Context: an optimization exercise on an open-source flow, tuned for small area, a short achievable clock period and few clock cycles. The choices shown serve that exercise and are no tape-out recipe. No run shown here included a check of the RTL's function; only the layout flow was run. Power figures rest on the tool's default switching activity, not on a simulated workload.

`flow/flow/run.sh`:
```
#!/bin/bash
# The standard layout (the standard.sh, unchanged synthesis), with
# repair_timing asked for extra setup margin so that the layout is
# optimised for a shorter achieved period. Every port gets a buf_2 from the
# standard buffer_ports. The clock tree uses clkbuf_8, sink clusters of up
# to 30 and no dummy loads. Each step's output is logged.
bash standard.sh synth > synth.log 2>&1
bash standard.sh SETUP_SLACK_MARGIN=7.0 \
    "BUFFER_PORTS_ARGS=-buffer_cell sky130_fd_sc_hd__buf_2" \
    "CTS_ARGS=-sink_clustering_enable -repair_clock_nets -buf_list sky130_fd_sc_hd__clkbuf_8 -sink_clustering_size 30 -sink_clustering_max_diameter 100 -dont_use_dummy_load" \
    finish > finish.log 2>&1
```
`flow/standard.sh`:
```
#!/bin/bash
# synth_recipe.tcl (not shown) runs the flow's synth.tcl, then flattens the netlist and writes it again
# the make line also repeats each setting of config.mk as NAME=value (left out here)
make -C /OpenROAD-flow-scripts/flow DESIGN_CONFIG=/design/flow/config.mk WORK_HOME=/design/flow/orfs CLKGATE_MAP_FILE= SYNTH_SCRIPT=/design/flow/synth_recipe.tcl "${@:-finish}"
```
`flow/config.mk`:
```
export PLATFORM = sky130hd
export DESIGN_NAME = ssb_seqgen
export DESIGN_NICKNAME = ssb_seqgen
export VERILOG_FILES = /design/flow/design.v
export SDC_FILE = /design/flow/constraint.sdc
export NUM_CORES = 4
export LEC_CHECK = 0
export CAP_MARGIN = 20
export CORE_MARGIN = 2
export CORE_UTILIZATION = 55
export CTS_BUF_LIST = sky130_fd_sc_hd__clkbuf_8
export PLACE_DENSITY = 0.7
export SLEW_MARGIN = 20
```
`flow/constraint.sdc`:
```
create_clock -name core_clock -period 10.0 [get_ports {clk}]
set_input_delay 2.0000 -clock core_clock [delete_from_list [all_inputs] [get_ports {clk}]]
set_output_delay 2.0000 -clock core_clock [all_outputs]
set_load 0.01 [all_outputs]
```
`flow/design.v`:
```
module ssb_seqgen (
    input  wire        clk,
    input  wire        rst,           
    input  wire        start,
    input  wire [1:0]  op,
    input  wire [11:0] len,           
    input  wire [30:0] cinit,         
    input  wire [8:0]  nid1,          
    input  wire [1:0]  nid2,          
    input  wire [9:0]  ncell,         
    input  wire [5:0]  issb,          
    input  wire [6:0]  lmax,          
    input  wire        nhf,           
    output wire        ready,
    output wire        out_valid,
    output wire [31:0] out_data,
    input  wire        out_ready
);
    localparam [1:0] OP_PRSG = 2'd0, OP_PSS = 2'd1, OP_SSS = 2'd2, OP_DMRS = 2'd3;
    localparam [126:0] XS1 = 127'h7f54cee9637b5b2470be57344f143040;
    localparam [30:0] X1_S0    = 31'h00000001;
    localparam [30:0] X1_S32   = 31'h48000000;
    localparam [30:0] X1_SWA   = 31'h48000000;
    localparam [30:0] X1_SEND  = 31'h48800000;
    localparam [30:0] X1_S1600 = 31'h5e485840;
    localparam [15:0] P_QPSK = 16'h2D41;   
    localparam [15:0] M_QPSK = 16'hD2BF;   
    reg         st_free;                  
    reg         st_start;                 
    reg         st_warm;                  
    reg         st_wa;                    
    reg         st_fb;                    
    reg         st_emit;                  
    reg         st_clr;                   
    reg  [1:0]  gop;
    reg  [30:0] x1, x2;
    reg  [11:0] rem;                      
    reg         seq_act, sss;
    reg  [6:0]  a0;                       
    reg  [6:0]  idx1;                     
    reg  [6:0]  scnt;
    reg         ovalid;
    reg  [31:0] odata;
    assign ready     = st_free;
    assign out_valid = ovalid;
    assign out_data  = odata;
    wire        op_prsg = (gop == OP_PRSG);
    wire        op_dmrs = (gop == OP_DMRS);
    wire        op_seq  = gop[0] ^ gop[1];
    function [10:0] ks_add(input [10:0] a, input [10:0] b);
        reg [10:0] g, p;
        integer i, d;
        begin
            g = a & b;
            p = a ^ b;
            for (d = 1; d < 11; d = d * 2)
                for (i = 10; i >= d; i = i - 1) begin
                    g[i] = g[i] | (p[i] & g[i-d]);
                    p[i] = p[i] & p[i-d];
                end
            ks_add = a ^ b ^ {g[9:0], 1'b0};
        end
    endfunction
    wire p1_t0 = x1[1] ^ x1[4];
    wire p1_t1 = x1[2] ^ x1[5];
    wire x1_s0 = p1_t0;
    wire x1_s1 = p1_t1;
    wire x1_s2 = x1[3] ^ x1[6];
    wire x1_s3 = x1[4] ^ x1[7];
    wire x1_s4 = x1[5] ^ x1[8];
    wire x1_s5 = x1[6] ^ x1[9];
    wire x1_s6 = x1[7] ^ x1[10];
    wire x1_s7 = x1[8] ^ x1[11];
    wire x1_s8 = x1[9] ^ x1[12];
    wire x1_s9 = x1[10] ^ x1[13];
    wire x1_s10 = x1[11] ^ x1[14];
    wire x1_s11 = x1[12] ^ x1[15];
    wire x1_s12 = x1[13] ^ x1[16];
    wire x1_s13 = x1[14] ^ x1[17];
    wire x1_s14 = x1[15] ^ x1[18];
    wire x1_s15 = x1[16] ^ x1[19];
    wire x1_s16 = x1[17] ^ x1[20];
    wire x1_s17 = x1[18] ^ x1[21];
    wire x1_s18 = x1[19] ^ x1[22];
    wire x1_s19 = x1[20] ^ x1[23];
    wire x1_s20 = x1[21] ^ x1[24];
    wire x1_s21 = x1[22] ^ x1[25];
    wire x1_s22 = x1[23] ^ x1[26];
    wire x1_s23 = x1[24] ^ x1[27];
    wire x1_s24 = x1[25] ^ x1[28];
    wire x1_s25 = x1[26] ^ x1[29];
    wire x1_s26 = x1[27] ^ x1[30];
    wire x1_s27 = x1[0] ^ x1[3] ^ x1[28];
    wire x1_s28 = x1[29] ^ p1_t0;
    wire x1_s29 = x1[30] ^ p1_t1;
    wire x1_s30 = x1[0] ^ x1[6];
    wire p2_t0 = x2[2] ^ x2[3];
    wire p2_t1 = x2[4] ^ x2[5];
    wire p2_t2 = x2[6] ^ x2[7];
    wire p2_t3 = x2[1] ^ p2_t0;
    wire p2_t4 = x2[8] ^ x2[9];
    wire p2_t5 = x2[10] ^ x2[11];
    wire p2_t6 = x2[12] ^ x2[13];
    wire p2_t7 = x2[14] ^ x2[15];
    wire p2_t8 = x2[16] ^ x2[17];
    wire p2_t9 = x2[4] ^ p2_t3;
    wire p2_t10 = p2_t0 ^ p2_t1;
    wire p2_t11 = x2[3] ^ x2[6];
    wire p2_t12 = p2_t1 ^ p2_t11;
    wire p2_t13 = p2_t1 ^ p2_t2;
    wire p2_t14 = x2[5] ^ x2[8];
    wire p2_t15 = p2_t2 ^ p2_t14;
    wire p2_t16 = x2[18] ^ p2_t8;
    wire p2_t17 = x2[19] ^ x2[20];
    wire p2_t18 = x2[21] ^ x2[22];
    wire p2_t19 = x2[23] ^ x2[24];
    wire p2_t20 = x2[25] ^ x2[26];
    wire p2_t21 = x2[27] ^ x2[28];
    wire p2_t22 = x2[29] ^ x2[30];
    wire p2_t23 = x2[0] ^ p2_t3;
    wire p2_t24 = p2_t2 ^ p2_t4;
    wire p2_t25 = x2[7] ^ x2[10];
    wire p2_t26 = p2_t4 ^ p2_t25;
    wire p2_t27 = p2_t4 ^ p2_t5;
    wire p2_t28 = x2[9] ^ x2[12];
    wire p2_t29 = p2_t5 ^ p2_t28;
    wire p2_t30 = p2_t5 ^ p2_t6;
    wire p2_t31 = x2[11] ^ x2[14];
    wire p2_t32 = p2_t6 ^ p2_t31;
    wire p2_t33 = p2_t6 ^ p2_t7;
    wire p2_t34 = x2[13] ^ x2[16];
    wire p2_t35 = p2_t7 ^ p2_t34;
    wire p2_t36 = p2_t7 ^ p2_t8;
    wire p2_t37 = x2[15] ^ p2_t16;
    wire p2_t38 = x2[18] ^ p2_t17;
    wire p2_t39 = x2[0] ^ x2[4];
    wire x2_s0 = p2_t9;
    wire x2_s1 = p2_t10;
    wire x2_s2 = p2_t12;
    wire x2_s3 = p2_t13;
    wire x2_s4 = p2_t15;
    wire x2_s5 = p2_t24;
    wire x2_s6 = p2_t26;
    wire x2_s7 = p2_t27;
    wire x2_s8 = p2_t29;
    wire x2_s9 = p2_t30;
    wire x2_s10 = p2_t32;
    wire x2_s11 = p2_t33;
    wire x2_s12 = p2_t35;
    wire x2_s13 = p2_t36;
    wire x2_s14 = p2_t37;
    wire x2_s15 = x2[19] ^ p2_t16;
    wire x2_s16 = x2[17] ^ p2_t38;
    wire x2_s17 = x2[21] ^ p2_t38;
    wire x2_s18 = p2_t17 ^ p2_t18;
    wire x2_s19 = x2[20] ^ x2[23] ^ p2_t18;
    wire x2_s20 = p2_t18 ^ p2_t19;
    wire x2_s21 = x2[22] ^ x2[25] ^ p2_t19;
    wire x2_s22 = p2_t19 ^ p2_t20;
    wire x2_s23 = x2[24] ^ x2[27] ^ p2_t20;
    wire x2_s24 = p2_t20 ^ p2_t21;
    wire x2_s25 = x2[26] ^ x2[29] ^ p2_t21;
    wire x2_s26 = p2_t21 ^ p2_t22;
    wire x2_s27 = x2[28] ^ p2_t22 ^ p2_t23;
    wire x2_s28 = p2_t22 ^ p2_t39;
    wire x2_s29 = x2[0] ^ x2[5] ^ x2[30] ^ p2_t0;
    wire x2_s30 = x2[2] ^ x2[6] ^ p2_t39;
    wire x2_j0 = x2[6] ^ x2[16];
    wire x2_j1 = x2[7] ^ x2[17];
    wire x2_j2 = x2[8] ^ x2[18];
    wire x2_j3 = x2[9] ^ x2[19];
    wire x2_j4 = x2[10] ^ x2[20];
    wire x2_j5 = x2[11] ^ x2[21];
    wire x2_j6 = x2[12] ^ x2[22];
    wire x2_j7 = x2[13] ^ x2[23];
    wire x2_j8 = x2[14] ^ x2[24];
    wire x2_j9 = x2[15] ^ x2[25];
    wire x2_j10 = x2[16] ^ x2[26];
    wire x2_j11 = x2[17] ^ x2[27];
    wire x2_j12 = x2[18] ^ x2[28];
    wire x2_j13 = x2[19] ^ x2[29];
    wire x2_j14 = x2[20] ^ x2[30];
    wire x2_j15 = x2[21] ^ p2_t23;
    wire x2_j16 = x2[22] ^ p2_t9;
    wire x2_j17 = x2[23] ^ p2_t10;
    wire x2_j18 = x2[24] ^ p2_t12;
    wire x2_j19 = x2[25] ^ p2_t13;
    wire x2_j20 = x2[26] ^ p2_t15;
    wire x2_j21 = x2[27] ^ p2_t24;
    wire x2_j22 = x2[28] ^ p2_t26;
    wire x2_j23 = x2[29] ^ p2_t27;
    wire x2_j24 = x2[30] ^ p2_t29;
    wire x2_j25 = p2_t23 ^ p2_t30;
    wire x2_j26 = p2_t9 ^ p2_t32;
    wire x2_j27 = p2_t10 ^ p2_t33;
    wire x2_j28 = p2_t12 ^ p2_t35;
    wire x2_j29 = p2_t13 ^ p2_t36;
    wire x2_j30 = p2_t15 ^ p2_t37;
    wire [30:0] x1_step = {x1_s30, x1_s29, x1_s28, x1_s27, x1_s26, x1_s25, x1_s24, x1_s23, x1_s22, x1_s21, x1_s20, x1_s19, x1_s18, x1_s17, x1_s16, x1_s15, x1_s14, x1_s13, x1_s12, x1_s11, x1_s10, x1_s9, x1_s8, x1_s7, x1_s6, x1_s5, x1_s4, x1_s3, x1_s2, x1_s1, x1_s0};
    wire [30:0] x2_step = {x2_s30, x2_s29, x2_s28, x2_s27, x2_s26, x2_s25, x2_s24, x2_s23, x2_s22, x2_s21, x2_s20, x2_s19, x2_s18, x2_s17, x2_s16, x2_s15, x2_s14, x2_s13, x2_s12, x2_s11, x2_s10, x2_s9, x2_s8, x2_s7, x2_s6, x2_s5, x2_s4, x2_s3, x2_s2, x2_s1, x2_s0};
    wire [30:0] x2_jump = {x2_j30, x2_j29, x2_j28, x2_j27, x2_j26, x2_j25, x2_j24, x2_j23, x2_j22, x2_j21, x2_j20, x2_j19, x2_j18, x2_j17, x2_j16, x2_j15, x2_j14, x2_j13, x2_j12, x2_j11, x2_j10, x2_j9, x2_j8, x2_j7, x2_j6, x2_j5, x2_j4, x2_j3, x2_j2, x2_j1, x2_j0};
    wire [31:0] cur = {x1[3] ^ x1[0] ^ x2[3] ^ x2[2] ^ x2[1] ^ x2[0], x1 ^ x2};
    wire        dmrs  = gop[0];
    wire        short = (rem[11:5] == 7'd0);
    wire [31:0] prsg_word = cur;
    wire [3:0]  psel = 4'd0 - rem[4:1];
    reg  [15:0] cur_i, cur_q;
    integer p;
    always @* begin
        for (p = 0; p < 16; p = p + 1) begin
            cur_i[p] = cur[2*p];
            cur_q[p] = cur[2*p+1];
        end
    end
    wire        qi = cur_i[psel];
    wire        qq = cur_q[psel];
    wire [31:0] dmrs_word = {qq ? M_QPSK : P_QPSK, qi ? M_QPSK : P_QPSK};
    wire [31:0] gold_word = dmrs ? dmrs_word : prsg_word;
    wire        g_last    = dmrs ? (rem == 12'd2) : (short || rem == 12'd32);
    wire        g_adv     = !dmrs || (rem[4:0] == 5'd2);
    wire [9:0]  f_ncell = x1[20:11];
    wire [2:0]  f_issb  = x1[23:21];
    wire        f_nhf   = x1[24];
    wire        f_l4    = x1[25];
    wire [2:0]  ip      = f_l4 ? {f_nhf, f_issb[1:0]} : f_issb;
    wire [3:0]  ip1     = {1'b0, ip} + 4'd1;
    reg  [7:0]  q1;                       
    integer qb;
    always @* begin
        for (qb = 0; qb < 8; qb = qb + 1)
            q1[qb] = f_ncell[2+qb] ^ (&(f_ncell[9:2] | ~((8'd1 << qb) - 8'd1)));
    end
    wire [10:0] pp0     = ip1[0] ? {3'd0, q1} : 11'd0;
    wire [10:0] pp1     = ip1[1] ? {2'd0, q1, 1'b0} : 11'd0;
    wire [10:0] pp2     = (ip1[2] ? {1'b0, q1, 2'd0} : 11'd0) | (ip1[3] ? {q1, 3'd0} : 11'd0);
    wire [10:0] csa_s   = pp0 ^ pp1 ^ pp2;
    wire [9:0]  csa_c   = (pp0[9:0] & pp1[9:0]) | (pp0[9:0] & pp2[9:0]) | (pp1[9:0] & pp2[9:0]);
    wire [30:0] dmrs_a  = {csa_c, csa_s, ip1, 4'd0, f_ncell[1:0]};
    wire [10:0] b_prod  = ks_add(x2[20:10], {x2[30:21], 1'b0});
    wire [30:0] dmrs_b  = {9'd0, b_prod, 1'b0, x2[9:6], 4'd0, x2[1:0]};
    wire [8:0]  f_nid1 = x1[8:0];
    wire [1:0]  f_nid2 = x1[10:9];
    wire [1:0]  grp    = (f_nid1 >= 9'd224) ? 2'd2 : (f_nid1 >= 9'd112) ? 2'd1 : 2'd0;
    wire [8:0]  nid1m  = f_nid1 - 9'd112 * grp;
    reg  [6:0]  a0_init;
    always @* begin
        if (gop == OP_PSS) begin
            case (f_nid2)
                2'd0:    a0_init = 7'b0000001;
                2'd1:    a0_init = 7'b0001101;
                default: a0_init = 7'b1010100;
            endcase
        end else begin
            case ({grp, f_nid2})
                4'b0000: a0_init = 7'b1000000;
                4'b0001: a0_init = 7'b0010010;
                4'b0010: a0_init = 7'b0101100;
                4'b0100: a0_init = 7'b1111001;
                4'b0101: a0_init = 7'b0111011;
                4'b0110: a0_init = 7'b1100001;
                4'b1000: a0_init = 7'b1111111;
                4'b1001: a0_init = 7'b1100011;
                default: a0_init = 7'b0110111;
            endcase
        end
    end
    wire        slot      = !ovalid || out_ready;
    wire        seq_last  = (scnt == 7'd126);
    wire        seq_emit  = seq_act && slot;
    wire        seq_free  = !seq_act || (seq_emit && seq_last);
    wire        gold_emit = st_emit && !seq_act && slot;
    wire        gold_done = gold_emit && g_last;
    wire        clr_go    = gold_done && !dmrs && short;     
    wire        clr_done  = st_clr && scnt[4:0] == 5'd31;
    wire        seq_load  = st_start && op_seq && seq_free;
    wire        warm_end  = st_warm && !st_wa && x1 == X1_SEND;
    wire        seq_neg  = a0[0] ^ (sss & XS1[idx1]);
    wire [31:0] seq_word = {16'd0, seq_neg, 15'h4000};
    always @(posedge clk) begin
        if (rst) begin
            seq_act <= 1'b0;
        end else if (seq_load) begin
            seq_act <= 1'b1;
            sss     <= (gop == OP_SSS);
            a0      <= a0_init;
            idx1    <= nid1m[6:0];
            scnt    <= 7'd0;
        end else if (seq_emit) begin
            if (seq_last)
                seq_act <= 1'b0;
            a0   <= {a0[4] ^ a0[0], a0[6:1]};
            idx1 <= (idx1 == 7'd126) ? 7'd0 : idx1 + 7'd1;
            scnt <= scnt + 7'd1;
        end else if (clr_go) begin
            scnt <= 7'd0;
        end else if (st_clr) begin
            scnt <= scnt + 7'd1;
        end
    end
    wire        prsg_empty = (rem == 12'd0);
    always @(posedge clk) begin
        if (rst) begin
            st_free  <= 1'b1;
            st_start <= 1'b0;
            st_warm  <= 1'b0;
            st_wa    <= 1'b0;
            st_fb    <= 1'b0;
            st_emit  <= 1'b0;
            st_clr   <= 1'b0;
        end else begin
            st_free  <= (st_free && !start) || (st_start && op_prsg && prsg_empty) ||
                        (st_start && op_seq && seq_free) ||
                        (gold_done && !clr_go) || clr_done;
            st_start <= (st_free && start) || (st_start && op_seq && !seq_free);
            st_fb    <= st_start && op_dmrs;
            st_warm  <= st_fb || (st_start && op_prsg && !prsg_empty) ||
                        (st_warm && !warm_end);
            st_wa    <= st_fb || (st_start && op_prsg && !prsg_empty) ||
                        (st_wa && x1 != X1_SWA);
            st_emit  <= st_emit_n;
            st_clr   <= clr_go || (st_clr && !clr_done);
        end
    end
    wire        st_emit_n = warm_end || (st_emit && !gold_done);
    wire        g_step = st_warm || (gold_emit && g_adv);
    always @(posedge clk) begin
        if (st_free) begin
            x1  <= {5'd0, lmax == 7'd4, nhf, issb[2:0], ncell, nid2, nid1};
            x2  <= cinit;
            rem <= len;
            gop <= op;
        end else if (st_start) begin
            if (op_dmrs) begin
                x1  <= X1_S0;
                x2  <= dmrs_a;
                rem <= 12'd288;
            end else if (op_prsg) begin
                x1  <= X1_S32;
                x2  <= x2_jump;
            end
        end else if (st_fb) begin
            x2 <= dmrs_b;
        end else if (g_step) begin
            x1 <= warm_end ? X1_S1600 : x1_step;
            x2 <= st_wa ? x2_jump : x2_step;
        end
        if (gold_emit)
            rem <= rem - (dmrs ? 12'd2 : 12'd32);
    end
    always @(posedge clk) begin
        if (rst)
            ovalid <= 1'b0;
        else
            ovalid <= seq_emit || (gold_emit && !clr_go) || clr_done || (ovalid && !out_ready);
        if (seq_emit || gold_emit)
            odata <= seq_act ? seq_word : gold_word;
        else if (st_clr)
            odata <= {odata[0] & (scnt[4:0] < rem[4:0]), odata[31:1]};
    end
endmodule
```
==> results of run 1 <==
area by class of cell:
class / instances / area (sq um)
clock buffer: 17 / 234
fill: 1504 / 6150
inverter: 39 / 149
multi-input combinational: 837 / 6160
sequential: 139 / 4040
tap: 229 / 287
timing repair buffer: 180 / 1120
power groups by stage:
stage	Clock, W	Sequential, W	Combinational (W)
2_1_floorplan	0	0.000814	0.000940
3_3_place_gp	0	0.000918	0.00118
3_5_place_dp	0	0.000920	0.00118
4_1_cts	0.000351	0.000905	0.00122
5_1_grt	0.000374	0.000914	0.00138
6_report	0.000348	0.000910	0.00129
kinds of logic (layout without fill, tap and decap cells):
logic type	Yosys count	in the layout	share of synthesized area [%]
simple gates	313	318	13.9
mux	19	19	3.20
buf+inv	113	236	4.23
compound gates	271	271	17.4
fa+ha+maj	47	47	6.31
flops	139	139	39.3
xor+xnor	182	182	15.7
what timing repair did:
action | 4_1_cts | 5_1_grt
endpoints found under the hold margin | 0 | 0
resized for setup | 24 | 10
buffers inserted | 31 | 26
pin swaps | 8 | 3
setup endpoints to repair | 169 | 194
cloned | 4 | 1
how the worst max path moves through the flow:
stage	to	slack, ps
2_1_floorplan	a0[0]	6460
3_3_place_gp	scnt[1]	5790
3_5_place_dp	scnt[1]	5780
4_1_cts	out_data[18]	6930
5_1_grt	x1[7]	6830
6_report	x1[2]	6870
Yosys cell counts, types with 9 or more instances:
cell type / number
a22oi_1: 11
xor2_1: 76
nor3_1: 11
a21oi_1: 43
a211oi_1: 12
o21ai_0: 90
edfxtp_1: 125
a31oi_1: 12
clkbuf_1: 66
a22o_1: 17
nor2b_1: 19
o211ai_1: 9
o21a_1: 9
nor2_1: 73
nand2b_1: 12
inv_1: 35
nand2_1: 128
xnor2_1: 104
nand3_1: 30
ha_1: 39
dfxtp_1: 14
per-stage QoR:
step / utilization (%) / power, W / hold WS (ps) / cell area [sq um] / cells
final: 66.1 / 0.00255 / 486 / 12000 / 1441
after global routing: 66.1 / 0.00267 / 512 / 12000 / 1441
after CTS: 64.7 / 0.00248 / 482 / 11700 / 1414
after detailed placement: 60.9 / 0.00210 / 469 / 11100 / 1362
after global placement: 60.9 / 0.00209 / 462 / 11100 / 1362
after floorplan: - / 0.00175 / 453 / 10500 / 1084
per-layer routing:
layer | GRT usage, % | wire length (um) | vias to the layer above
met2 | 50.4 | 14600 | 472
li1 | - | - | 4136
met1 | 46.9 | 14400 | 4319
met3 | 8.05 | 3060 | 71
met4 | 10.7 | 918 | 0
met5 | 0 | 0 | -
flip-flops by register name (all words and copies together), names as in the netlist, 2 cells and up:
name   count
rem       12
x2        31
idx1       7
a0         7
gop        2
odata     32
scnt       7
x1        31
worst min-delay path, stage by stage, from the launching register on:
cell	delay, ps
dfxtp_1	330
nand2_1	60
a21oi_1	50
==> impl_metrics.csv, run 1 <==
group,metric,value,unit
status,status,"complete, no violations",
floorplan,core_area,18100,sq um
sta,finalCriticalPeriod,3130,ps
cts,cts_sinks,139,
cts,cts_tree,"done",
sta,tightest_slew,1110,ps
cts,clock_latency,480,ps
critical_path,r2r_setup_slack,7070,ps
critical_path,reg2reg_to,"odata[30]",
layout,nNetsFinal,1345,
cts,path_clk_slew,70,ps
layout,n_antenna_cell,0,
yosys,synth_warnings,1,
layout,layout_commonest_cell,"edfxtp_1",
placed_design,dp_hpwl,23.6,mm
global_route,antenna_found_initial,0,
yosys,yosys.area.top_type,"edfxtp_1",
detailed_routing,wire_per_inst,22.9,um
global_route,grt_start_max_net_pins,57,
global_route,grt_first_pass_wirelength,49.3,mm
power,p_leak,4.78,nW
cts,cts_buffers,17,
floorplan,die_h,141,um
floorplan,pin_count,118,
detailed_routing,vias_per_cell,6.24,
global_route,grt_pass1_vias,8460,
detailed_routing,ant_nets,0,
sta,finalSetupViolations,0,
critical_path,worstPathRequired,10190,ps
placed_design,place_ws,5780,ps
layout,drive_above_1_share,21.5,%
detailed_routing,vias,8998,
yosys,avgSynthCellArea,9.48,sq um
power,seq_power_share,35.8,%
yosys,synth_cells,1084,
critical_path,cp_slowest_stage_delay,240,ps
cts,clockRootBuffer,"clkbuf_8",
critical_path,r2r-start,"rem[1]",
yosys,async_flop_share,0,%
floorplan,row_count,49,
cts,holdBufCountCts,0,
power,peakVddDrop,0.119,mV
sta,fin_crit_sh,31.3,%
power,pwr-share-comb,50.6,%
yosys,synth-edff-count,125,
yosys,ys_seq_elements,139,
cts,clockBufferDepth,2,
yosys,syn_area,10300,sq um
layout,final_cell_mix,"125 x edfxtp_1, 123 x nand2_1, 112 x buf_2",
yosys,synth_nets,1215,
worst_hold_path,hold_path_depth,2,
worst_hold_path,holdPathEnd,"st_emit",
detailed_routing,dr.pass1.iters,5,
yosys,synth.top_cell.area_share,36.5,%
worst_hold_path,min-delay-start,"st_emit",
yosys,synth.distinct_cells,70,
critical_path,path_cells,"buf_6 > nand2b_4 > nand3b_1 > buf_4 > nor2_4 > o21a_1 > o21ai_4 > buf_12 > nand2_8",
sta,tns,0,ps
cts,htree_levels,4,
critical_path,start_kind,"primary input",
power,power.density,212,nW/um^2
power,switching_share,43.4,%
floorplan,die_area,19800,sq um
critical_path,r2r_cells,8,
placed_design,portBuffers,114,
critical_path,crit_cells,9,
global_route,grt_overflow,0,
power,pwr-share-clk,13.7,%
critical_path,startpoint,"out_ready",
sta,hold_viol_final,0,
detailed_routing,wl,33.0,mm
sta,skew,32.8,ps
layout,syn2layout_area_growth,16.8,%
sta,rsz0062_at_grt,"yes",
global_route,grtUsageTotal,33.2,%
critical_path,end_kind,"register",
job,maxCapViolCount,0,
sta,relSlewSlack,25.5,%
placed_design,place.gp.congestion,1.01,
detailed_routing,drc_errors,0,
floorplan,dieWidth,141,um
power,p_int,0.00144,W
detailed_routing,detail_route.iter0.violations,859,
floorplan,initial_core_util,56.6,%
yosys,synth_top_flop_cell,"edfxtp_1",
sta,setup_ws,6870,ps
critical_path,cp.buffers_inverters,3,
sta,drv_slew,0,
critical_path,worstPathMaxFanout,8,
critical_path,crit_type,"primary input to register",
power,switching_power,0.00110,W
critical_path,arrival,3320,ps
critical_path,crit_slowest_cell,"o21ai_4",
critical_path,crit_family,"compound AO/OA/AOI/OAI gates",
yosys,ys_seq_area_share,39.3,%
worst_hold_path,hp-class,"register to register",
sta,max_freq,319,MHz
yosys,synth.area.top_cells,"edfxtp_1 37%, xnor2_1 8.9%, xor2_1 6.5%",
==> run 2: changes to the inputs <==
==> flow/flow/run.sh (replaced) <==
#!/bin/bash
# The standard layout (the standard.sh, unchanged synthesis), with
# repair_timing asked for extra setup margin so that the layout is
# optimised for a shorter achieved period. Every port gets a buffer: the
# inputs a buf_1 from the standard buffer_ports (after global placement's
# remove_buffers), the outputs a buf_2 from flow/buffer_outputs.tcl at the
# start of the resize step. The clock tree uses clkbuf_8, sink clusters of
# up to 30 and no dummy loads. Each step's output is logged.
bash standard.sh synth > synth.log 2>&1
bash standard.sh SETUP_SLACK_MARGIN=7.0 \
    "BUFFER_PORTS_ARGS=-inputs -buffer_cell sky130_fd_sc_hd__buf_1" \
    "PRE_RESIZE_TCL=$PWD/flow/buffer_outputs.tcl" \
    "CTS_ARGS=-sink_clustering_enable -repair_clock_nets -buf_list sky130_fd_sc_hd__clkbuf_8 -sink_clustering_size 30 -sink_clustering_max_diameter 100 -dont_use_dummy_load" \
    finish > finish.log 2>&1
==> flow/flow/buffer_outputs.tcl (new file) <==
buffer_ports -outputs -buffer_cell sky130_fd_sc_hd__buf_2
==> run 2 against run 1 <==
Effect of this change:
- still clean on timing, DRC and antenna
- flip-flop and latch count is the same
- first-iteration DRC count grew 42%
- combinational power is essentially flat
- synthesized cell count is the same
- final cell count shrank 0.21%
- count of clock-buffer cells in the layout is the same
- largest power group unchanged
==> impl_metrics.csv, run 2 <==
group,metric,value,unit
status,status,"complete, no violations",
critical_path,crit_slowest_cell,"edfxtp_1",
power,peakVddDrop,0.106,mV
critical_path,worstPathRequired,8000,ps
layout,n_antenna_cell,0,
power,switching_share,44.0,%
detailed_routing,dr.pass1.iters,6,
layout,multi_input_area,6190,sq um
placed_design,place.gp.congestion,1.02,
global_route,antenna_found_initial,0,
yosys,ys_seq_elements,139,
floorplan,core_area,18100,sq um
power,switching_power,0.00113,W
global_route,grt_pass1_vias,8565,
critical_path,cp_slowest_stage_delay,430,ps
detailed_routing,drc_errors,0,
critical_path,crit_family,"flip-flops",
floorplan,initial_core_util,56.6,%
placed_design,portBuffers,80,
cts,cts_tree,"done",
floorplan,dieWidth,141,um
power,design_power_total,0.00256,W
global_route,grt_overflow,0,
cts,clock_latency,470,ps
critical_path,path_cells,"buf_2",
floorplan,die_h,141,um
power,seq_power_share,35.4,%
global_route,grt_first_pass_wirelength,51.0,mm
detailed_routing,ant_nets,0,
yosys,syn_area,10300,sq um
sta,tightest_slew,863,ps
cts,clockBufferDepth,2,
sta,finalCriticalPeriod,3060,ps
cts,cts_sinks,139,
layout,top_regs,"odata x32, x1 x31, x2 x31",
power,pwr-share-clk,13.9,%
layout,final_cell_mix,"125 x edfxtp_1, 123 x nand2_1, 103 x xnor2_1",
layout,drive_above_1_share,14.6,%
power,power.density,215,nW/um^2
detailed_routing,vias_per_cell,6.30,
detailed_routing,detail_route.iter0.violations,1218,
layout,seq_area,4040,sq um
power,pwr-share-comb,50.7,%
sta,fin_crit_sh,30.6,%
detailed_routing,wl,33.7,mm
critical_path,end_kind,"primary output",
yosys,synth-edff-count,125,
placed_design,placed_cells_incl_taps,1362,
power,p_leak,4.57,nW
job,maxCapViolCount,0,
sta,finalSetupViolations,0,
layout,largest_reg_flops,32,
yosys,ys_seq_area_share,39.3,%
yosys,synth.distinct_cells,70,
sta,tns,0,ps
layout,largest_register,"odata",
power,p_int,0.00143,W
yosys,yosys.area.top_type,"edfxtp_1",
yosys,synth_top_flop_cell,"edfxtp_1",
layout,nNetsFinal,1342,
critical_path,startpoint,"odata[14]",
cts,cts_buffers,17,
critical_path,arrival,1060,ps
layout,syn2layout_area_growth,15.9,%
critical_path,crit_type,"register to primary output",
yosys,synth_warnings,1,
cts,path_clk_slew,90,ps
yosys,async_flop_share,0,%
sta,skew,27.5,ps
cts,htree_levels,4,
layout,num-fill-cells,1500,
sta,relSlewSlack,42.4,%
yosys,avgSynthCellArea,9.48,sq um
yosys,yosysMostFrequentCell,"nand2_1",
layout,layout_commonest_cell,"edfxtp_1",
placed_design,dp_hpwl,23.7,mm
floorplan,die_area,19800,sq um
yosys,synth_cells,1084,
yosys,synth.area.top_cells,"edfxtp_1 37%, xnor2_1 8.9%, xor2_1 6.5%",
critical_path,r2r-start,"rem[1]",
sta,drv_slew,0,
yosys,synth_nets,1215,
detailed_routing,vias,9066,
cts,holdBufCountCts,0,
global_route,grt_start_max_net_pins,77,
layout,stdcell_count,1438,
worst_hold_path,min-delay-start,"st_emit",
cts,clockRootBuffer,"clkbuf_8",
floorplan,row_count,49,
sta,rsz0062_at_grt,"yes",
critical_path,cp.buffers_inverters,1,
worst_hold_path,hp-class,"register to register",
sta,max_freq,327,MHz
sta,hold_viol_final,0,
critical_path,start_kind,"register",
floorplan,pin_count,118,
placed_design,place_ws,6070,ps
yosys,ys_top_cells_by_count,"128 x nand2_1, 125 x edfxtp_1, 104 x xnor2_1",
critical_path,worstPathMaxFanout,2,
yosys,synth.top_cell.area_share,36.5,%
global_route,grtUsageTotal,34.2,%
detailed_routing,wire_per_inst,23.4,um
sta,setup_ws,6940,ps
run 2: cell types whose count changed in the layout (fill, tap and decap cells not counted), sizes merged:
cell,before,now
nand2,133,135
bufbuf,0,1
buf,180,174
run 2: power by group through the flow:
stage          Sequential (W)  Combinational, W  Clock [W]
3_5_place_dp         0.000916           0.00119          0
4_1_cts              0.000901           0.00125   0.000358
5_1_grt              0.000912           0.00140   0.000376
6_report             0.000907           0.00130   0.000355
3_3_place_gp         0.000919           0.00119          0
2_1_floorplan        0.000814          0.000940          0
run 2: per-stage QoR:
step / util, % / instance area [sq um] / hold WS [ps]
6_report: 65.6 / 11900 / 485
2_1_floorplan: - / 10500 / 453
4_1_cts: 64.7 / 11800 / 483
3_3_place_gp: 59.4 / 10800 / 468
3_5_place_dp: 60.4 / 11000 / 473
5_1_grt: 65.6 / 11900 / 501
run 2: final cells by class:
cell class                 instances  area share [%]
tap                              229            2.41
timing repair buffer             175            8.48
multi-input combinational        839            52.0
inverter                          39            1.25
sequential                       139            33.9
clock buffer                      17            1.97
run 2: repair_timing:
action | in CTS | in global routing
resized for setup | 27 | 8
hold endpoints to repair | 0 | 0
cloned | 6 | 2
endpoints found under the setup margin | 164 | 179
pin swaps | 7 | 4
buffers inserted | 38 | 13
run 2: kinds of logic (layout without fill, tap and decap cells):
kind of cell | Yosys count | count (layout) | share of synthesized area (%)
adder cells (fa/ha/maj) | 47 | 47 | 6.31
multiplexers | 19 | 19 | 3.20
flip-flops | 139 | 139 | 39.3
AO/OA/AOI/OAI | 271 | 271 | 17.4
AND/OR/NAND/NOR | 313 | 320 | 13.9
XOR/XNOR | 182 | 182 | 15.7
buffers and inverters | 113 | 231 | 4.23
run 2: final timing paths:
check | cells past startpoint | slack, ps | end
setup / recovery | 1 | 6940 | out_data[14]
hold / removal | 2 | 490 | st_emit
setup reg to reg | 8 | 7100 | odata[31]
hold reg to reg | 2 | 490 | st_emit
run 2: metal layers:
metal	vias up	global-route usage (%)	share of wire (%)
met1	4293	49.7	42
met4	0	9.79	2.9
met3	82	8.36	11
met2	548	51.2	43
met5	-	0	0
li1	4143	-	-
==> run 3: changes to the inputs <==
--- a/flow/design.v
+++ b/flow/design.v
@@ -28,4 +28,5 @@
     reg         st_free;                  
     reg         st_start;                 
+    reg         st_spend;                 
     reg         st_warm;                  
     reg         st_wa;                    
@@ -33,4 +34,7 @@
     reg         st_emit;                  
     reg         st_clr;                   
+    reg         geq;                      
+    reg         xq;                       
+    reg         x1pre, x2pre;             
     reg  [1:0]  gop;
     reg  [30:0] x1, x2;
@@ -269,9 +273,9 @@
     wire        seq_emit  = seq_act && slot;
     wire        seq_free  = !seq_act || (seq_emit && seq_last);
-    wire        gold_emit = st_emit && !seq_act && slot;
+    wire        gold_emit = geq && slot;
     wire        gold_done = gold_emit && g_last;
     wire        clr_go    = gold_done && !dmrs && short;     
     wire        clr_done  = st_clr && scnt[4:0] == 5'd31;
-    wire        seq_load  = st_start && op_seq && seq_free;
+    wire        seq_load  = (st_start || st_spend) && op_seq && seq_free;
     wire        warm_end  = st_warm && !st_wa && x1 == X1_SEND;
     wire        seq_neg  = a0[0] ^ (sss & XS1[idx1]);
@@ -303,4 +307,5 @@
             st_free  <= 1'b1;
             st_start <= 1'b0;
+            st_spend <= 1'b0;
             st_warm  <= 1'b0;
             st_wa    <= 1'b0;
@@ -309,11 +314,9 @@
             st_clr   <= 1'b0;
         end else begin
-            st_free  <= (st_free && !start) || (st_start && op_prsg && prsg_empty) ||
-                        (st_start && op_seq && seq_free) ||
-                        (gold_done && !clr_go) || clr_done;
-            st_start <= (st_free && start) || (st_start && op_seq && !seq_free);
+            st_free  <= st_free_n;
+            st_start <= st_free && start;
+            st_spend <= (st_start || st_spend) && op_seq && !seq_free;
             st_fb    <= st_start && op_dmrs;
-            st_warm  <= st_fb || (st_start && op_prsg && !prsg_empty) ||
-                        (st_warm && !warm_end);
+            st_warm  <= st_warm_n;
             st_wa    <= st_fb || (st_start && op_prsg && !prsg_empty) ||
                         (st_wa && x1 != X1_SWA);
@@ -322,29 +325,41 @@
         end
     end
+    wire        st_free_n = (st_free && !start) || (st_start && op_prsg && prsg_empty) ||
+                            ((st_start || st_spend) && op_seq && seq_free) ||
+                            (gold_done && !clr_go) || clr_done;
+    wire        st_warm_n = st_fb || (st_start && op_prsg && !prsg_empty) ||
+                            (st_warm && !warm_end);
+    wire        x1pre_n   = st_free_n || (st_free && start && op[0] == op[1]) || st_warm_n;
+    wire        x2pre_n   = x1pre_n || (st_start && op_dmrs);
     wire        st_emit_n = warm_end || (st_emit && !gold_done);
-    wire        g_step = st_warm || (gold_emit && g_adv);
+    wire        seq_act_n = seq_load || (seq_act && !(seq_emit && seq_last));
+    wire        geq_n     = st_emit_n && !seq_act_n;
+    wire        xq_n      = geq_n && (!gop[0] || (gold_emit ? rem[4:0] == 5'd4 : rem[4:0] == 5'd2));
     always @(posedge clk) begin
-        if (st_free) begin
-            x1  <= {5'd0, lmax == 7'd4, nhf, issb[2:0], ncell, nid2, nid1};
-            x2  <= cinit;
-            rem <= len;
+        geq <= !rst && geq_n;
+        x1pre <= !rst && x1pre_n;
+        x2pre <= !rst && x2pre_n;
+        xq  <= !rst && xq_n;
+    end
+    wire        x1_en = x1pre || (xq && slot);
+    wire        x2_en = x2pre || (xq && slot);
+    wire [30:0] x1_d  = st_free  ? {5'd0, lmax == 7'd4, nhf, issb[2:0], ncell, nid2, nid1} :
+                        st_start ? (op_dmrs ? X1_S0 : X1_S32) :
+                        warm_end ? X1_S1600 : x1_step;
+    wire [30:0] x2_d  = st_free  ? cinit :
+                        st_start ? (op_dmrs ? dmrs_a : x2_jump) :
+                        st_fb    ? dmrs_b :
+                        st_wa    ? x2_jump : x2_step;
+    wire        rem_en = st_free || (st_start && op_dmrs) || gold_emit;
+    wire [11:0] rem_d  = st_free ? len : st_start ? 12'd288 : rem - (dmrs ? 12'd2 : 12'd32);
+    always @(posedge clk) begin
+        if (st_free)
             gop <= op;
-        end else if (st_start) begin
-            if (op_dmrs) begin
-                x1  <= X1_S0;
-                x2  <= dmrs_a;
-                rem <= 12'd288;
-            end else if (op_prsg) begin
-                x1  <= X1_S32;
-                x2  <= x2_jump;
-            end
-        end else if (st_fb) begin
-            x2 <= dmrs_b;
-        end else if (g_step) begin
-            x1 <= warm_end ? X1_S1600 : x1_step;
-            x2 <= st_wa ? x2_jump : x2_step;
-        end
-        if (gold_emit)
-            rem <= rem - (dmrs ? 12'd2 : 12'd32);
+        if (x1_en)
+            x1 <= x1_d;
+        if (x2_en)
+            x2 <= x2_d;
+        if (rem_en)
+            rem <= rem_d;
     end
     always @(posedge clk) begin
==> flow/flow/run.sh (replaced) <==
#!/bin/bash
# The standard layout (the standard.sh, unchanged synthesis), with
# repair_timing asked for extra setup margin so that the layout is
# optimised for a shorter achieved period, and ports buffered with a
# small buffer cell. Each step's output is logged.
bash standard.sh synth > synth.log 2>&1
bash standard.sh SETUP_SLACK_MARGIN=7.0 "BUFFER_PORTS_ARGS=-buffer_cell sky130_fd_sc_hd__buf_2" finish > finish.log 2>&1
--- a/flow/config.mk
+++ b/flow/config.mk
@@ -8,6 +8,5 @@
 export CAP_MARGIN = 20
 export CORE_MARGIN = 2
-export CORE_UTILIZATION = 55
+export CORE_UTILIZATION = 40
 export CTS_BUF_LIST = sky130_fd_sc_hd__clkbuf_8
-export PLACE_DENSITY = 0.7
 export SLEW_MARGIN = 20
removed: flow/flow/buffer_outputs.tcl
==> run 3 against run 2 <==
Effect of this change:
- count of clock-buffer cells in the layout unchanged
- area after synthesis up 3.7%
- global-route usage down 11 points
- still clean
- final area up 4.3%
- via count up 0.83%
- critical path depth up 7
==> impl_metrics.csv, run 3 <==
group,metric,value,unit
status,status,"complete, no violations",
placed_design,place.gp.congestion,1.00,
sta,skew,23.8,ps
worst_hold_path,hold_path_depth,2,
cts,path_clk_slew,100,ps
sta,hold_ws,518,ps
sta,setup_ws,6900,ps
power,p_leak,4.79,nW
sta,rsz0062_at_grt,"yes",
yosys,synth_nets,1247,
layout,largest_register,"odata",
sta,drv_slew,0,
critical_path,end_kind,"register",
critical_path,cp_slowest_stage_delay,560,ps
critical_path,r2r-start,"x2[12]",
sta,finalSetupViolations,0,
sta,tns,0,ps
cts,clockBufferDepth,2,
critical_path,crit_type,"primary input to register",
power,design_power_total,0.00211,W
yosys,synth_cells,1117,
cts,holdBufCountCts,0,
layout,final_cell_mix,"130 x edfxtp_1, 118 x nand2_1, 111 x xnor2_1",
sta,tightest_slew,817,ps
critical_path,worstPathRequired,10360,ps
global_route,grt_first_pass_wirelength,50.3,mm
layout,drive_above_1_share,22.3,%
cts,clockRootBuffer,"clkbuf_8",
yosys,synth.distinct_cells,77,
critical_path,worstPathMaxFanout,4,
global_route,grt_overflow,0,
cts,clock_latency,490,ps
critical_path,r2r_cells,8,
detailed_routing,dr.pass1.iters,16,
power,power.density,170,nW/um^2
yosys,async_flop_share,0,%
layout,stdcell_count,1579,
power,peakVddDrop,0.0758,mV
layout,largest_reg_flops,32,
sta,relSlewSlack,45.3,%
detailed_routing,detail_route.iter0.violations,928,
yosys,yosysMostFrequentCell,"edfxtp_1",
yosys,ys_seq_elements,144,
detailed_routing,wire_per_inst,21.0,um
detailed_routing,vias,9141,
layout,n_antenna_cell,0,
layout,layout_commonest_cell,"edfxtp_1",
placed_design,place_ws,6160,ps
critical_path,arrival,3460,ps
placed_design,portBuffers,114,
yosys,ys_seq_area_share,39.3,%
job,maxCapViolCount,0,
placed_design,placed_cells_incl_taps,1494,
floorplan,row_count,59,
critical_path,reg2reg_to,"x2[21]",
floorplan,pin_count,118,
yosys,synth_top_flop_cell,"edfxtp_1",
critical_path,crit_cells,8,
layout,multi_input_area,6130,sq um
yosys,synth.area.top_cells,"edfxtp_1 37%, xnor2_1 9.1%, xor2_1 5.8%",
layout,seq_area,4190,sq um
yosys,synth-edff-count,130,
layout,syn2layout_area_growth,16.6,%
critical_path,cp.buffers_inverters,1,
cts,cts_tree,"done",
critical_path,crit_end,"x2pre",
detailed_routing,vias_per_cell,5.79,
global_route,grt_start_max_net_pins,64,
sta,fin_crit_sh,31.0,%
floorplan,die_h,167,um
yosys,synth.top_cell.area_share,36.7,%
detailed_routing,wl,33.1,mm
global_route,grt_pass1_vias,8736,
yosys,syn_area,10700,sq um
yosys,avgSynthCellArea,9.53,sq um
global_route,antenna_found_initial,0,
sta,finalCriticalPeriod,3100,ps
detailed_routing,drc_errors,0,
critical_path,path_cells,"buf_6 > nand2b_4 > nand3_4 > o21ai_4 > nor2b_4 > or4_4 > a311oi_2 > a21oi_1",
critical_path,crit_family,"simple AND/OR/NAND/NOR gates",
yosys,synth_warnings,1,
sta,max_freq,322,MHz
floorplan,initial_core_util,40.8,%
yosys,ys_top_cells_by_count,"130 x edfxtp_1, 119 x nand2_1, 111 x xnor2_1",
yosys,yosys.area.top_type,"edfxtp_1",
placed_design,dp_hpwl,23.9,mm
cts,cts_sinks,144,
critical_path,start_kind,"primary input",
layout,top_regs,"odata x32, x1 x31, x2 x31",
floorplan,dieWidth,167,um
cts,htree_levels,4,
sta,hold_viol_final,0,
worst_hold_path,hp-class,"register to register",
floorplan,die_area,27900,sq um
floorplan,core_area,26100,sq um
cts,cts_buffers,17,
critical_path,crit_slowest_cell,"or4_4",
critical_path,r2r_setup_slack,7110,ps
critical_path,startpoint,"out_ready",
layout,nNetsFinal,1361,
global_route,grtUsageTotal,23.3,%
layout,num-fill-cells,2523,
detailed_routing,ant_nets,0,
run 3: cell types whose count changed in the layout (fill, tap and decap cells not counted), moves of 12 or more:
| cell | change |
|---|---|
| o21ai_0 | -17 |
| buf_1 | -80 |
| nand3_1 | -17 |
| o21ai_1 | +12 |
| a21oi_1 | +22 |
| buf_2 | +75 |
run 3: metrics by stage:
stage / area, sq um / util (%)
floorplan: 10700 / -
global placement: 11400 / 43.7
detailed placement: 11400 / 43.7
CTS: 12200 / 46.6
global route: 12400 / 47.5
finish: 12400 / 47.5
run 3: power breakdown:
part           switching, W  internal [W]  leakage [nW]
combinational      0.000423      0.000334          3.24
sequential        0.0000998      0.000732          1.34
clock              0.000272      0.000255         0.206
total              0.000794       0.00132          4.79
run 3: final cells by class:
class / instances / area share [%]
Clock buffer: 17 / 1.88
Clock inverter: 15 / 1.59
Inverter: 44 / 1.35
Multi-Input combinational cell: 850 / 49.3
Sequential cell: 144 / 33.7
Tap cell: 335 / 3.37
Timing Repair Buffer: 174 / 8.71
run 3: routing by layer:
metal	up-vias	GRT usage (%)	share of wire, %
li1	4233	-	-
met1	4440	31.6	43
met2	401	37.8	47
met3	67	4.11	7.7
met4	0	8.13	2.9
met5	-	0	0
run 3: worst register-to-register path, delay by kind of cell (launching register included):
kind,cells,cell delay [ps]
AO/OA/AOI/OAI,3,810
flip-flops,1,570
multiplexers,1,370
AND/OR/NAND/NOR,3,510
adder cells (fa/ha/maj),1,400
run 3: what timing repair did:
action,in CTS,in global routing
setup endpoints to repair,99,92
setup buffers,31,20
pin swaps,4,2
gates cloned,0,2
gates resized for setup,20,9
run 3: worst min-delay path by stage:
stage	from	end	slack (ps)
detailed placement	st_emit	st_emit	500
global placement	st_emit	st_emit	490
global route	st_emit	st_emit	550
CTS	st_emit	st_emit	510
finish	st_emit	st_emit	520
floorplan	st_emit	st_emit	440
run 3: logic make-up (layout without fill, tap and decap cells):
family                     Yosys count  in the layout  synth area share (%)
buffers and inverters              124            250                  4.73
DFF                                144            144                  39.3
adders and majority gates           46             46                  5.97
xor gates and xnor gates           185            185                  15.5
muxes                               19             19                  2.90
and+or+nand+nor                    313            313                  13.8
AOI/OAI and AO/OA                  286            287                  17.8
==> run 4: changes to the inputs <==
==> flow/flow/run.sh (replaced) <==
#!/bin/bash
# The standard layout (the standard.sh, unchanged synthesis), with
# repair_timing asked for extra setup margin so that the layout is
# optimised for a shorter achieved period. Every port gets a buffer, as in
# the standard flow: the outputs a buf_2 (flow/buffer_outputs.tcl, run just
# before the standard buffer_ports), the inputs a buf_1. Each step's output
# is logged. The clock tree uses clkbuf_8, larger sink clusters and no dummy
# loads.
bash standard.sh synth > synth.log 2>&1
bash standard.sh SETUP_SLACK_MARGIN=7.0 "PRE_GLOBAL_PLACE_TCL=$PWD/flow/buffer_outputs.tcl" \
    "BUFFER_PORTS_ARGS=-inputs -buffer_cell sky130_fd_sc_hd__buf_1" \
    "CTS_ARGS=-sink_clustering_enable -repair_clock_nets -buf_list sky130_fd_sc_hd__clkbuf_8 -sink_clustering_size 30 -sink_clustering_max_diameter 100 -dont_use_dummy_load" finish > finish.log 2>&1
==> flow/flow/buffer_outputs.tcl (new file) <==
buffer_ports -outputs -buffer_cell sky130_fd_sc_hd__buf_2
==> run 4 against run 3 <==
Effect of this change:
- still clean on timing, DRC and antenna
- register-to-register slack about the same
- synthesized cell count unchanged
- power down 8.8%
- maximum frequency down 1.7%
- critical path type unchanged
- critical endpoint unchanged
- highest routed layer unchanged
==> impl_metrics.csv, run 4 <==
group,metric,value,unit
critical_path,r2r_setup_slack,7120,ps
placed_design,dp_hpwl,23.6,mm
floorplan,dieWidth,167,um
detailed_routing,ant_nets,0,
yosys,synth.distinct_cells,77,
yosys,yosysMostFrequentCell,"edfxtp_1",
layout,num-fill-cells,2570,
critical_path,r2r_cells,9,
critical_path,crit_type,"primary input to register",
critical_path,worstPathRequired,10310,ps
layout,final_cell_mix,"130 x edfxtp_1, 118 x nand2_1, 111 x xnor2_1",
layout,n_antenna_cell,0,
cts,path_clk_slew,70,ps
global_route,antenna_found_initial,0,
critical_path,start_kind,"primary input",
sta,rsz0062_at_grt,"yes",
detailed_routing,vias,8696,
worst_hold_path,hold_path_depth,2,
layout,nNetsFinal,1301,
detailed_routing,dr.pass1.iters,25,
power,peakVddDrop,0.0694,mV
placed_design,place.gp.congestion,0.976,
power,power.density,164,nW/um^2
floorplan,die_h,167,um
sta,hold_viol_final,0,
yosys,ys_seq_area_share,39.3,%
layout,largest_register,"odata",
detailed_routing,wire_per_inst,21.4,um
floorplan,initial_core_util,40.8,%
critical_path,end_kind,"register",
detailed_routing,drc_errors,0,
sta,tns,0,ps
critical_path,r2r-start,"x1[13]",
yosys,ys_seq_elements,144,
layout,drive_above_1_share,10.3,%
sta,finalSetupViolations,0,
sta,skew,30.3,ps
status,status,"complete, no violations",
detailed_routing,vias_per_cell,5.78,
worst_hold_path,hp-class,"register to register",
global_route,grt_pass1_vias,8302,
sta,hold_ws,496,ps
floorplan,row_count,59,
cts,clockRootBuffer,"clkbuf_8",
cts,clockBufferDepth,2,
floorplan,die_area,27900,sq um
layout,layout_commonest_cell,"edfxtp_1",
layout,top_regs,"odata x32, x1 x31, x2 x31",
yosys,ys_top_cells_by_count,"130 x edfxtp_1, 119 x nand2_1, 111 x xnor2_1",
yosys,synth.area.top_cells,"edfxtp_1 37%, xnor2_1 9.1%, xor2_1 5.8%",
floorplan,core_area,26100,sq um
global_route,grt_start_max_net_pins,70,
yosys,syn_area,10700,sq um
global_route,grtUsageTotal,23.0,%
detailed_routing,detail_route.iter0.violations,909,
sta,drv_slew,0,
yosys,async_flop_share,0,%
yosys,synth_warnings,1,
job,maxCapViolCount,0,
yosys,synth_cells,1117,
yosys,avgSynthCellArea,9.53,sq um
sta,relSlewSlack,27.8,%
floorplan,pin_count,118,
cts,cts_tree,"done",
sta,tightest_slew,1080,ps
cts,cts_buffers,17,
critical_path,startpoint,"out_ready",
yosys,synth-edff-count,130,
detailed_routing,wl,32.2,mm
sta,fin_crit_sh,31.5,%
placed_design,portBuffers,114,
sta,max_freq,317,MHz
global_route,grt_overflow,0,
yosys,synth_nets,1247,
power,p_leak,4.24,nW
yosys,synth.top_cell.area_share,36.7,%
sta,finalCriticalPeriod,3150,ps
cts,htree_levels,4,
layout,syn2layout_area_growth,10.5,%
critical_path,crit_end,"x2pre",
layout,largest_reg_flops,32,
cts,cts_sinks,144,
yosys,synth_top_flop_cell,"edfxtp_1",
global_route,grt_first_pass_wirelength,48.8,mm
critical_path,reg2reg_to,"x2[17]",
critical_path,arrival,3460,ps
critical_path,worstPathMaxFanout,5,
yosys,yosys.area.top_type,"edfxtp_1",
cts,clock_latency,470,ps
[run 4: cell counts after synthesis]
No cell type changed its count.
[run 4: worst min path at each step]
stage,from,to,slack (ps)
after CTS,st_emit,st_emit,490
after global placement,st_emit,st_emit,480
after detailed placement,st_emit,st_emit,480
after global routing,st_clr,st_clr,540
final,st_emit,st_emit,500
after floorplan,st_emit,st_emit,440
[run 4: what timing repair did]
| item | in CTS | in global routing |
|---|---|---|
| pin swaps | 4 | 1 |
| hold buffers | 0 | 0 |
| cloned | 2 | 0 |
| gates resized for setup | 15 | 10 |
| endpoints found under the setup margin | 58 | 118 |
| buffers inserted | 8 | 17 |
[run 4: final cells by class]
type / count / area (sq um) / area share, %
clock buffers: 17 / 234 / 1.99
inverters: 44 / 168 / 1.42
flip-flops and latches: 144 / 4190 / 35.6
repair buffers: 114 / 613 / 5.21
multi-input cells: 850 / 6150 / 52.3
well taps: 335 / 419 / 3.56
[run 4: logic make-up (layout without fill, tap and decap cells)]
family	Yosys count	in the layout	share of synthesized area, %
flops	144	144	39.3
mux	19	19	2.90
simple gates	313	313	13.8
xor+xnor	185	185	15.5
compound gates	286	287	17.8
fa+ha+maj	46	46	5.97
buf+inv	124	175	4.73
[run 4: where the power goes]
part	internal (W)	switching (W)	total [W]
Clock	0.000150	0.000208	0.000358
Sequential	0.000733	0.000108	0.000841
Combinational	0.000323	0.000407	0.000730
Total	0.00121	0.000723	0.00193
[run 4: metal layers]
layer	vias up	global-route usage (%)	share of wire (%)
li1	4086	-	-
met1	4114	31.6	43
met2	420	35.7	45
met3	76	4.59	8.9
met4	0	9.19	3.2
met5	-	0	0
[run 4: per-stage QoR]
step | setup slack, ps | power (W) | std cells | area (sq um) | utilization [%]
after CTS | 6880 | 0.00191 | 1487 | 11600 | 44.3
after floorplan | 6450 | 0.00135 | 1117 | 10700 | -
after global routing | 6800 | 0.00203 | 1504 | 11800 | 45.0
after detailed placement | 6150 | 0.00154 | 1460 | 11200 | 42.7
after global placement | 6190 | 0.00153 | 1460 | 11200 | 42.7
final | 6850 | 0.00193 | 1504 | 11800 | 45.0
[run 4: worst max-delay path: stages]
cell	delay (ps)
buf_6	90
nand2b_4	160
nand3_4	80
o21ai_4	60
nor2b_4	150
or4_4	580
a311oi_4	240
a21oi_1	100

[separate check: timing with driven ports]
The results above use ideal ports. As a check the final layouts listed here were re-extracted and re-timed, cells and wires unchanged. Step 1, drivers: a clkbuf_16 drives clk and a buf_2 each remaining input, both assumed. Step 2 moves the port delays by t, midway between the first and last clock arrival at a register: inputs arrive t later, outputs are due t later. That takes back most of the time a late clock gives input paths. a / b / c = ideal / step 1 / step 2; a / b = the first two.
run | t, ns | slack for setup (ns) | slew at the worst register clock pin (ns) | worst slew at a driven data input, ns | pins driven straight from the clock port
run 1 | 0.502 | 6.869 / 6.882 / 6.379 | 0.09 / 0.09 | 0.04 | 1
run 2 | 0.493 | 6.939 / 6.896 / 6.464 | 0.09 / 0.09 | 0.05 | 1
run 3 | 0.524 | 6.899 / 6.890 / 6.385 | 0.10 / 0.10 | 0.04 | 1
run 4 | 0.502 | 6.845 / 6.852 / 6.351 | 0.09 / 0.09 | 0.05 | 1
After both steps every run listed still meets setup and hold. The setup slack of run 3, which loses most, moves by -0.009 ns with the drivers and by -0.514 ns with both steps.
